Background: an optimization exercise with open tools, aiming at small area and few clock cycles. Do not read the settings as production practice. Function was checked by simulation only, so behaviour that the tests miss may differ from the original. Power is estimated from default activity; no workload was simulated.

==> flow/config.mk <==
export PLATFORM = sky130hd
export DESIGN_NAME = aisp_seq
export DESIGN_NICKNAME = aisp_seq
export VERILOG_FILES = /design/flow/design.v
export SDC_FILE = /design/flow/constraint.sdc
export NUM_CORES = 4
export LEC_CHECK = 0
export CAP_MARGIN = 20
export CORE_MARGIN = 2
export CORE_UTILIZATION = 30
export PLACE_DENSITY = 0.5
export SLEW_MARGIN = 20
==> flow/constraint.sdc <==
create_clock -name core_clock -period 8.0 [get_ports {clk}]
set_input_delay 1.6000 -clock core_clock [delete_from_list [all_inputs] [get_ports {clk}]]
set_output_delay 1.6000 -clock core_clock [all_outputs]
set_load 0.01 [all_outputs]
==> flow/design.v <==
module aisp_seq (
    input  wire        clk,
    input  wire        rst,
    input  wire        rx_valid,
    input  wire [7:0]  rx_data,
    output wire        rx_ready,
    output wire        tx_valid,
    output wire [7:0]  tx_data,
    input  wire        tx_ready,
    output wire        xfer_valid,
    output wire [31:0] xfer_data,
    input  wire        xfer_ready,
    input  wire        xfer_rvalid,
    input  wire [7:0]  xfer_rdata,
    output wire        settle_valid,
    input  wire        settle_ready,
    output wire        rst_on,
    output wire        spi_own,
    output wire        err,
    output wire        errind
);
    localparam [7:0] CRC_EOP     = 8'h20;
    localparam [7:0] STK_OK      = 8'h10;
    localparam [7:0] STK_FAILED  = 8'h11;
    localparam [7:0] STK_UNKNOWN = 8'h12;
    localparam [7:0] STK_INSYNC  = 8'h14;
    localparam [7:0] STK_NOSYNC  = 8'h15;
    localparam [7:0] TAG_FLASH   = 8'h46;
    localparam [7:0] TAG_EEPROM  = 8'h45;
    localparam [7:0] EE_READ_FILL = 8'hFF;
    localparam [7:0] OP_SIGN_ON   = 8'h30;
    localparam [7:0] OP_IDENTIFY  = 8'h31;
    localparam [7:0] OP_GET_PARAM = 8'h41;
    localparam [7:0] OP_SET_DEV   = 8'h42;
    localparam [7:0] OP_SET_EXT   = 8'h45;
    localparam [7:0] OP_ENTER     = 8'h50;
    localparam [7:0] OP_LEAVE     = 8'h51;
    localparam [7:0] OP_SET_ADDR  = 8'h55;
    localparam [7:0] OP_UNIVERSAL = 8'h56;
    localparam [7:0] OP_LOAD_FL   = 8'h60;
    localparam [7:0] OP_LOAD_DA   = 8'h61;
    localparam [7:0] OP_PROG_PAGE = 8'h64;
    localparam [7:0] OP_READ_PAGE = 8'h74;
    localparam [7:0] OP_READ_SIGN = 8'h75;
    localparam [5:0]
        S_OP        = 6'd0,    
        S_PARAM     = 6'd1,    
        S_EOP       = 6'd2,    
        S_EXEC      = 6'd3,    
        S_TX        = 6'd4,    
        S_XFER      = 6'd5,    
        S_XWAIT     = 6'd6,    
        S_SETTLE    = 6'd7,    
        S_PP_CHECK  = 6'd8,    
        S_PP_STAGE  = 6'd9,    
        S_IDENT     = 6'd10,   
        S_ENTER     = 6'd11,   
        S_UNIV_TX   = 6'd12,   
        S_SIG_NEXT  = 6'd13,   
        S_SIG_TX    = 6'd14,   
        S_WF_START  = 6'd15,   
        S_WF_CHECK  = 6'd16,   
        S_WF_NEWPG  = 6'd17,   
        S_WF_LO     = 6'd18,   
        S_WF_HI     = 6'd19,   
        S_WF_INC    = 6'd20,   
        S_WE_CHECK  = 6'd21,   
        S_WE_INC    = 6'd22,   
        S_RF_CHECK  = 6'd23,   
        S_RF_TXLO   = 6'd24,
        S_RF_HI     = 6'd25,
        S_RF_TXHI   = 6'd26,
        S_RE_CHECK  = 6'd27,   
        S_RE_TX     = 6'd28,
        S_UNK_EOP   = 6'd29,   
        S_DONE_OK   = 6'd30,   
        S_SIG_FIRST = 6'd31;
    reg [5:0]  state;
    reg [5:0]  ret_state;
    reg [7:0]  opcode;
    reg [4:0]  pcnt;           
    reg [4:0]  pidx;           
    reg [7:0]  p0, p1, p2, p3;
    reg [15:0] new_page_size, new_ee_size;
    reg        pmode_r;
    reg        err_r;
    reg        errind_r;
    reg [15:0] addr;
    reg [15:0] page_size;
    reg [15:0] ee_size;
    reg [15:0] len;
    reg [7:0]  tag;
    reg [15:0] page;
    reg [16:0] x;
    reg [15:0] ee_addr;
    reg [7:0]  buf_mem [0:255];
    reg [7:0]  tx_byte;
    reg [31:0] xfer_word;
    reg [7:0]  rdata;
    reg [7:0]  sig0, sig1;
    reg [1:0]  sig_i;
    reg [2:0]  id_i;
    wire [15:0] page_mask    = ~((page_size >> 1) - 16'd1);
    wire [15:0] addr_page    = addr & page_mask;
    wire [15:0] flash_bound  = (page_size > 16'd256) ? 16'd256 : page_size;
    wire [15:0] ee_bound     = (ee_size > 16'd256) ? 16'd256 : ee_size;
    wire [7:0]  buf_idx      = (state == S_WF_HI) ? x[7:0] + 8'd1 : x[7:0];
    wire [7:0]  buf_rd       = buf_mem[buf_idx];
    function [7:0] ident_char;
        input [2:0] i;
        case (i)
            3'd0: ident_char = "A";
            3'd1: ident_char = "V";
            3'd2: ident_char = "R";
            3'd3: ident_char = " ";
            3'd4: ident_char = "I";
            3'd5: ident_char = "S";
            default: ident_char = "P";
        endcase
    endfunction
    function [7:0] param_value;
        input [7:0] sel;
        case (sel)
            8'h80:   param_value = 8'h02;
            8'h81:   param_value = 8'h01;
            8'h82:   param_value = 8'h12;
            8'h93:   param_value = 8'h53;
            default: param_value = 8'h00;
        endcase
    endfunction
    assign rx_ready     = (state == S_OP) || (state == S_PARAM) ||
                          (state == S_EOP) || (state == S_PP_STAGE) ||
                          (state == S_UNK_EOP);
    assign tx_valid     = (state == S_TX);
    assign tx_data      = tx_byte;
    assign xfer_valid   = (state == S_XFER);
    assign xfer_data    = xfer_word;
    assign settle_valid = (state == S_SETTLE);
    assign rst_on       = pmode_r;
    assign spi_own      = pmode_r;
    assign err          = err_r;
    assign errind       = errind_r;
    wire rx_fire = rx_valid && rx_ready;
    always @(posedge clk) begin
        if (state == S_PP_STAGE && rx_fire)
            buf_mem[x[7:0]] <= rx_data;
    end
    always @(posedge clk) begin
        if (rst) begin
            state     <= S_OP;
            ret_state <= S_OP;
            pmode_r   <= 1'b0;
            err_r     <= 1'b0;
            errind_r  <= 1'b0;
        end else begin
            errind_r <= 1'b0;
            case (state)
            S_OP: if (rx_fire) begin
                opcode <= rx_data;
                pidx   <= 5'd0;
                case (rx_data)
                    OP_SIGN_ON, OP_IDENTIFY, OP_ENTER, OP_LEAVE, OP_READ_SIGN:
                        state <= S_EOP;
                    OP_GET_PARAM, OP_LOAD_DA: begin
                        pcnt <= 5'd1; state <= S_PARAM;
                    end
                    OP_SET_ADDR, OP_LOAD_FL: begin
                        pcnt <= 5'd2; state <= S_PARAM;
                    end
                    OP_PROG_PAGE, OP_READ_PAGE: begin
                        pcnt <= 5'd3; state <= S_PARAM;
                    end
                    OP_UNIVERSAL: begin
                        pcnt <= 5'd4; state <= S_PARAM;
                    end
                    OP_SET_EXT: begin
                        pcnt <= 5'd5; state <= S_PARAM;
                    end
                    OP_SET_DEV: begin
                        pcnt <= 5'd20; state <= S_PARAM;
                    end
                    CRC_EOP: begin
                        err_r <= 1'b1;
                        begin tx_byte <= STK_NOSYNC; ret_state <= S_OP; state <= S_TX; end
                    end
                    default:
                        state <= S_UNK_EOP;
                endcase
            end
            S_PARAM: if (rx_fire) begin
                case (pidx)
                    5'd0: p0 <= rx_data;
                    5'd1: p1 <= rx_data;
                    5'd2: p2 <= rx_data;
                    5'd3: p3 <= rx_data;
                    default: ;
                endcase
                case (pidx)
                    5'd12: new_page_size[15:8] <= rx_data;
                    5'd13: new_page_size[7:0]  <= rx_data;
                    5'd14: new_ee_size[15:8]   <= rx_data;
                    5'd15: new_ee_size[7:0]    <= rx_data;
                    default: ;
                endcase
                pidx <= pidx + 5'd1;
                pcnt <= pcnt - 5'd1;
                if (pcnt == 5'd1) begin
                    if (opcode == OP_LOAD_FL || opcode == OP_LOAD_DA)
                        begin tx_byte <= STK_INSYNC; ret_state <= S_DONE_OK; state <= S_TX; end
                    else if (opcode == OP_PROG_PAGE)
                        state <= S_PP_CHECK;
                    else
                        state <= S_EOP;
                end
            end
            S_EOP: if (rx_fire) begin
                if (rx_data != CRC_EOP) begin
                    err_r <= 1'b1;
                    begin tx_byte <= STK_NOSYNC; ret_state <= S_OP; state <= S_TX; end
                end else begin
                    begin tx_byte <= STK_INSYNC; ret_state <= S_EXEC; state <= S_TX; end
                end
            end
            S_UNK_EOP: if (rx_fire) begin
                if (rx_data != CRC_EOP) begin
                    err_r <= 1'b1;
                    begin tx_byte <= STK_NOSYNC; ret_state <= S_OP; state <= S_TX; end
                end else begin
                    begin tx_byte <= STK_INSYNC; ret_state <= S_EXEC; state <= S_TX; end
                end
            end
            S_TX: if (tx_ready) state <= ret_state;
            S_XFER: if (xfer_ready) state <= S_XWAIT;
            S_XWAIT: if (xfer_rvalid) begin
                rdata <= xfer_rdata;
                state <= ret_state;
            end
            S_SETTLE: if (settle_ready) state <= ret_state;
            S_DONE_OK: begin tx_byte <= STK_OK; ret_state <= S_OP; state <= S_TX; end
            S_EXEC: begin
                case (opcode)
                    OP_SIGN_ON: begin
                        err_r <= 1'b0;
                        begin tx_byte <= STK_OK; ret_state <= S_OP; state <= S_TX; end
                    end
                    OP_IDENTIFY: begin
                        id_i  <= 3'd0;
                        state <= S_IDENT;
                    end
                    OP_GET_PARAM:
                        begin tx_byte <= param_value(p0); ret_state <= S_DONE_OK; state <= S_TX; end
                    OP_SET_DEV: begin
                        page_size <= new_page_size;
                        ee_size   <= new_ee_size;
                        begin tx_byte <= STK_OK; ret_state <= S_OP; state <= S_TX; end
                    end
                    OP_SET_EXT:
                        begin tx_byte <= STK_OK; ret_state <= S_OP; state <= S_TX; end
                    OP_ENTER: begin
                        if (pmode_r) begin
                            errind_r <= 1'b1;
                            begin tx_byte <= STK_OK; ret_state <= S_OP; state <= S_TX; end
                        end else begin
                            pmode_r <= 1'b1;
                            state   <= S_ENTER;
                        end
                    end
                    OP_LEAVE: begin
                        err_r   <= 1'b0;
                        pmode_r <= 1'b0;
                        begin tx_byte <= STK_OK; ret_state <= S_OP; state <= S_TX; end
                    end
                    OP_SET_ADDR: begin
                        addr <= {p1, p0};
                        begin tx_byte <= STK_OK; ret_state <= S_OP; state <= S_TX; end
                    end
                    OP_UNIVERSAL:
                        begin xfer_word <= {p0, p1, p2, p3}; ret_state <= S_UNIV_TX; state <= S_XFER; end
                    OP_READ_SIGN: begin
                        sig_i <= 2'd0;
                        state <= S_SIG_FIRST;
                    end
                    OP_PROG_PAGE: begin
                        if (tag == TAG_FLASH)
                            state <= S_WF_START;
                        else begin
                            ee_addr <= {addr[14:0], 1'b0};
                            x       <= 17'd0;
                            state   <= S_WE_CHECK;
                        end
                    end
                    OP_READ_PAGE: begin
                        len     <= {p0, p1};
                        x       <= 17'd0;
                        ee_addr <= {addr[14:0], 1'b0};
                        if (p2 == TAG_FLASH)
                            state <= S_RF_CHECK;
                        else if (p2 == TAG_EEPROM)
                            state <= S_RE_CHECK;
                        else
                            begin tx_byte <= STK_FAILED; ret_state <= S_OP; state <= S_TX; end
                    end
                    default:   
                        begin tx_byte <= STK_UNKNOWN; ret_state <= S_OP; state <= S_TX; end
                endcase
            end
            S_IDENT: begin
                id_i <= id_i + 3'd1;
                if (id_i == 3'd6)
                    begin tx_byte <= ident_char(id_i); ret_state <= S_DONE_OK; state <= S_TX; end
                else
                    begin tx_byte <= ident_char(id_i); ret_state <= S_IDENT; state <= S_TX; end
            end
            S_ENTER:
                begin xfer_word <= 32'hAC53_0000; ret_state <= S_DONE_OK; state <= S_XFER; end
            S_UNIV_TX:
                begin tx_byte <= rdata; ret_state <= S_DONE_OK; state <= S_TX; end
            S_SIG_FIRST:
                begin xfer_word <= {8'h30, 8'h00, 8'h00, 8'h00}; ret_state <= S_SIG_NEXT; state <= S_XFER; end
            S_SIG_NEXT: begin
                if (sig_i == 2'd0) begin
                    sig0  <= rdata;
                    sig_i <= 2'd1;
                    begin xfer_word <= {8'h30, 8'h00, 8'h01, 8'h00}; ret_state <= S_SIG_NEXT; state <= S_XFER; end
                end else if (sig_i == 2'd1) begin
                    sig1  <= rdata;
                    sig_i <= 2'd2;
                    begin xfer_word <= {8'h30, 8'h00, 8'h02, 8'h00}; ret_state <= S_SIG_NEXT; state <= S_XFER; end
                end else begin
                    sig_i <= 2'd0;
                    begin tx_byte <= sig0; ret_state <= S_SIG_TX; state <= S_TX; end
                end
            end
            S_SIG_TX: begin
                sig_i <= sig_i + 2'd1;
                if (sig_i == 2'd0)
                    begin tx_byte <= sig1; ret_state <= S_SIG_TX; state <= S_TX; end
                else
                    begin tx_byte <= rdata; ret_state <= S_DONE_OK; state <= S_TX; end
            end
            S_PP_CHECK: begin
                len <= {p0, p1};
                tag <= p2;
                x   <= 17'd0;
                if (p2 == TAG_FLASH) begin
                    if ({p0, p1} > flash_bound) begin
                        err_r <= 1'b1;
                        begin tx_byte <= STK_FAILED; ret_state <= S_OP; state <= S_TX; end
                    end else if ({p0, p1} == 16'd0)
                        state <= S_EOP;
                    else
                        state <= S_PP_STAGE;
                end else if (p2 == TAG_EEPROM) begin
                    if ({p0, p1} > ee_bound) begin
                        err_r <= 1'b1;
                        begin tx_byte <= STK_FAILED; ret_state <= S_OP; state <= S_TX; end
                    end else if ({p0, p1} == 16'd0)
                        state <= S_EOP;
                    else
                        state <= S_PP_STAGE;
                end else begin
                    begin tx_byte <= STK_FAILED; ret_state <= S_OP; state <= S_TX; end
                end
            end
            S_PP_STAGE: if (rx_fire) begin
                x <= x + 17'd1;
                if (x + 17'd1 == {1'b0, len})
                    state <= S_EOP;
            end
            S_WF_START: begin
                page  <= addr_page;
                x     <= 17'd0;
                state <= S_WF_CHECK;
            end
            S_WF_CHECK: begin
                if (x >= {1'b0, len})
                    begin xfer_word <= {8'h4C, page, 8'h00}; ret_state <= S_DONE_OK; state <= S_XFER; end
                else if (addr_page != page)
                    begin xfer_word <= {8'h4C, page, 8'h00}; ret_state <= S_WF_NEWPG; state <= S_XFER; end
                else
                    state <= S_WF_LO;
            end
            S_WF_NEWPG: begin
                page  <= addr_page;
                state <= S_WF_LO;
            end
            S_WF_LO:
                begin xfer_word <= {8'h40, addr, buf_rd}; ret_state <= S_WF_HI; state <= S_XFER; end
            S_WF_HI:
                begin xfer_word <= {8'h48, addr, buf_rd}; ret_state <= S_WF_INC; state <= S_XFER; end
            S_WF_INC: begin
                addr  <= addr + 16'd1;
                x     <= x + 17'd2;
                state <= S_WF_CHECK;
            end
            S_WE_CHECK: begin
                if (x >= {1'b0, len})
                    begin tx_byte <= STK_OK; ret_state <= S_OP; state <= S_TX; end
                else
                    begin xfer_word <= {8'hC0, ee_addr, buf_rd}; ret_state <= S_WE_INC; state <= S_XFER; end
            end
            S_WE_INC: begin
                x         <= x + 17'd1;
                ee_addr   <= ee_addr + 16'd1;
                ret_state <= S_WE_CHECK;
                state     <= S_SETTLE;
            end
            S_RF_CHECK: begin
                if (x >= {1'b0, len})
                    begin tx_byte <= STK_OK; ret_state <= S_OP; state <= S_TX; end
                else
                    begin xfer_word <= {8'h20, addr, 8'h00}; ret_state <= S_RF_TXLO; state <= S_XFER; end
            end
            S_RF_TXLO:
                begin tx_byte <= rdata; ret_state <= S_RF_HI; state <= S_TX; end
            S_RF_HI:
                begin xfer_word <= {8'h28, addr, 8'h00}; ret_state <= S_RF_TXHI; state <= S_XFER; end
            S_RF_TXHI: begin
                addr <= addr + 16'd1;
                x    <= x + 17'd2;
                begin tx_byte <= rdata; ret_state <= S_RF_CHECK; state <= S_TX; end
            end
            S_RE_CHECK: begin
                if (x >= {1'b0, len})
                    begin tx_byte <= STK_OK; ret_state <= S_OP; state <= S_TX; end
                else
                    begin xfer_word <= {8'hA0, ee_addr, EE_READ_FILL}; ret_state <= S_RE_TX; state <= S_XFER; end
            end
            S_RE_TX: begin
                x       <= x + 17'd1;
                ee_addr <= ee_addr + 16'd1;
                begin tx_byte <= rdata; ret_state <= S_RE_CHECK; state <= S_TX; end
            end
            default:
                state <= S_OP;
            endcase
        end
    end
endmodule
==> flow/run.sh <==
#!/bin/bash
# synth_recipe.tcl (not shown) runs the flow's synth.tcl, then flattens the netlist and writes it again
# the make line also repeats each setting of config.mk as NAME=value (left out here)
make -C /OpenROAD-flow-scripts/flow DESIGN_CONFIG=/design/flow/config.mk WORK_HOME=/design/flow/orfs CLKGATE_MAP_FILE= SYNTH_SCRIPT=/design/flow/synth_recipe.tcl finish
==> key figures <==
Clocking
  – Cts repair resizes: 0
  – CTS Hold Buffers Added: 0
  – Post-CTS setup buffers: 0
  – CTS HTree Levels: 5
  – TritonCTS clock tree: done
  – Root Buffer: clkbuf_16
  – Num CTS Buffers: 277
  – CTS max path bufs: 4
  – Clk slew on worst S/H paths: 0.06 ns
  – Worst-skew pair later-pin latency: about 0.93 ns
  – Clock Sinks: about 2300

Synthesis
  – EDFF count, synth: 2320
  – Avg Cell Area, Syn: 13.0 um^2
  – Top-area cell type share of the netlist area: 60.3%
  – Main synth FF type: edfxtp_1
  – Post-synth ARST share: 0%
  – Mapped cell area: approximately 0.12 mm^2
  – Ranking of synthesized cells by area: edfxtp_1 60%, mux2i_1 9.7%, mux4_2 4.9%
  – Yosys Warn Count: 1
  – Sequential share of the synthesized area: 60.5%
  – Synth Register Bits: between 2000 and 2500
  – Synth area leader: edfxtp_1
  – Distinct cells, synth: 84
  – Cell count after synthesis: 8899

Timing
  – Worst Slack Setup Final: 1.65 ns
  – Tcrit/Tclk final: 79.4%
  – Setup Viol. Count Final: 0
  – Post-Route Setup TNS: 0 ns
  – Fmax achieved: 0.157 GHz
  – RSZ-0062 raised after global routing: false
  – Hold Fails Final Rpt: 0
  – Slew Viols, Final: 0
  – Measured slew at the worst slew-check pin: roughly 1.3 ns
  – Setup Skew: roughly 0.063 ns
  – Tmin final: 6.35 ns
  – Worst slew margin: between 15 and 20%

Power
  – Sw Ratio: 29.5%
  – Net Sw Power: 9.58 mW
  – Static leakage: 42.3 nW
  – Sequential share of power: a little over two fifths
  – Max VDD drop: a little over 200 uV
  – Gate power share: 19.2%
  – Pint: 22.9 mW
  – Clock network power share: about 39%
  – Tot Pwr: 32.5 mW
  – Power Density: 248 mW/mm^2

Cells and area
  – Final core occ: 34.2%
  – Most common cell after layout, fill and taps aside: edfxtp_1
  – Commonest non-fill, non-tap cells in the layout: 2320 x edfxtp_1, 1120 x mux2i_1, 881 x nor2_1
  – Max reg flops: 2048
  – Non-filler instance count after layout: 14000
  – Share of cells above drive strength 1: 10.4%
  – Layout area overhead: 13.3%
  – Post-layout net count: 8821

Critical path
  – Worst-path maximum fanout: 96
  – WP data arrival: 7.03 ns
  – CP Capture Type: register
  – CP required: ~8.7 ns
  – Startpoint Class: register
  – Critical setup path kind: register to register

Global route
  – Initial antenna violation count: 20
  – Vias in the first global route: 78600
  – First-pass GRT wire length: 567 mm
  – Total global-route track usage: between 15 and 20%
  – GRT overflow: 0
  – Largest net degree at the start of global routing: 167

Placement
  – Routability Congestion: ~0.9
  – Dpl hpwl: 239 mm
  – I/O Buffers: 70
  – Dpl cells: 13500
  – Worst slack, placed: about 1.7 ns

Floorplanning
  – Die width: 625 um
  – Core area: approximately 0.38 mm^2
  – DIE HEIGHT: ~620 um
  – Initial Utilization: 30.2%
  – IO Pins: 71
  – Die ar.: about 0.39 mm^2
  – FP Rows: 227

Detailed routing
  – M1 WL: 167 mm
  – Final wirelength: 397 mm
  – Residual DRC: 0
  – Met2 WL: 183 mm
  – DR vias/cell: 5.73
  – DR top layer: met5
  – Initial DRC count: 8540
  – Antenna-violating nets left: 0
  – Vias: 80200
  – Routed len/inst: 28.4 um
  – Met3 Wirelength: 31.7 mm
  – Pre-Repair DR Iteration Count: 7

Worst hold path
  – Hold Path Class: register to register

Status
  – Outcome: timing/DRC/antenna clean

Job
  – Max Cap Viol: 0
[worst max-delay path: stages, from the launching register on]
cell and delay, ns:
edfxtp_1 0.56, inv_8 0.38, ha_4 0.81, nand3_4 0.73
buf_12 0.47, nor2_1 0.19, nor4_1 0.07, o21ai_0 0.62
a41oi_1 0.52, o41ai_2 1.01, nand4_1 0.18, a221o_1 0.39
[path summary, 6_finish.rpt]
path                            end  cells after the start                startpoint  slack (ns)
min reg2reg    ee_size[8]$_DFFE_PP_                      0  new_ee_size[8]$_DFFE_PP_        0.41
min            ee_size[8]$_DFFE_PP_                      0  new_ee_size[8]$_DFFE_PP_        0.41
max          xfer_word[1]$_DFFE_PP_                     11            x[0]$_DFFE_PP_        1.65
max reg2reg  xfer_word[1]$_DFFE_PP_                     11            x[0]$_DFFE_PP_        1.65
[metal layers]
layer / vias up / GRT usage, %
li1: 34700 / -
met1: 41200 / 26.7
met2: 3546 / 31.2
met3: 721 / 3.62
met4: 4 / 7.56
met5: - / 0
[layout make-up]
| class | instances | area, um^2 |
|---|---|---|
| Fill cell | 37000 | 252000 |
| Clock inverter | 148 | 1510 |
| Antenna cell | 17 | 42.5 |
| Clock buffer | 336 | 7300 |
| Sequential cell | 2333 | 69900 |
| Timing Repair Buffer | 275 | 2800 |
| Tap cell | 5038 | 6300 |
| Multi-Input combinational cell | 5785 | 42800 |
| Inverter | 56 | 218 |
[power groups by stage]
stage | combinational [mW] | sequential (mW) | clock [mW]
finish | 6.25 | 13.7 | 12.6
global route | 6.54 | 13.7 | 13.2
CTS | 6.18 | 13.7 | 12.8
detailed placement | 6.16 | 14.0 | 0
global placement | 6.08 | 13.9 | 0
floorplan | 3.78 | 13.9 | 0
[synthesized netlist by cell type (50+ instances only)]
| master | number |
|---|---|
| clkbuf_1 | 516 |
| inv_1 | 55 |
| a21oi_1 | 157 |
| buf_1 | 112 |
| o21ai_0 | 310 |
| nand2_1 | 300 |
| buf_2 | 90 |
| nor3_1 | 445 |
| o22ai_1 | 129 |
| xnor2_1 | 50 |
| ha_1 | 70 |
| o2111ai_1 | 119 |
| mux4_2 | 250 |
| nor2b_1 | 435 |
| nor2_1 | 890 |
| or3_1 | 125 |
| a211oi_1 | 421 |
| nor4_1 | 439 |
| edfxtp_1 | 2320 |
| mux2i_1 | 1120 |
[kinds of logic after synthesis]
family,count (synthesis),share of synthesized area (%)
XOR/XNOR,90,0.682
flip-flops,2333,60.5
multiplexers,1371,14.6
adder cells (fa/ha/maj),71,0.766
buffers and inverters,794,2.76
AND/OR/NAND/NOR,2820,12.2
other,1,0.00324
AO/OA/AOI/OAI,1419,8.46
[stage by stage]
step	instance area (um^2)	hold WS (ns)
after floorplan	116000	0.400
after global placement	122000	0.401
after detailed placement	122000	0.405
after CTS	131000	0.407
after global routing	131000	0.418
final	131000	0.411
Testbench counts, summed over its fixed seeds: cycles 288,392.

## what the ideal ports hide
No port has a modelled driver above. Below, the same layout with a new extraction and two added sets of constraints. Step 1 (the two cells are an assumption about what drives the block):
set clk [get_ports {clk}]
set_driving_cell -lib_cell sky130_fd_sc_hd__clkbuf_16 $clk
set_driving_cell -lib_cell sky130_fd_sc_hd__buf_2 [delete_from_list [all_inputs] $clk]
Step 2 adds t to the input delays and takes it off the output delays; t is the mean of the earliest and latest rising clock arrival at the registers after step 1. Input paths then give back, and output paths get back, about the clock's delay inside the block. Three values: ideal, step 1, step 2; two values: the first two.
shift t [ns]: 1.002
setup WS [ns]: 1.650 / 1.650 / 1.650
hold slack, ns: 0.411 / 0.411 / 0.411
clock arrival spread, ns: 0.065 / 0.066
slew at the worst register clock pin (ns): 0.07 / 0.07
After both steps this run still meets setup and hold. For this run, drivers alone change the setup slack by 0.000 ns; drivers and shift together by 0.000 ns.
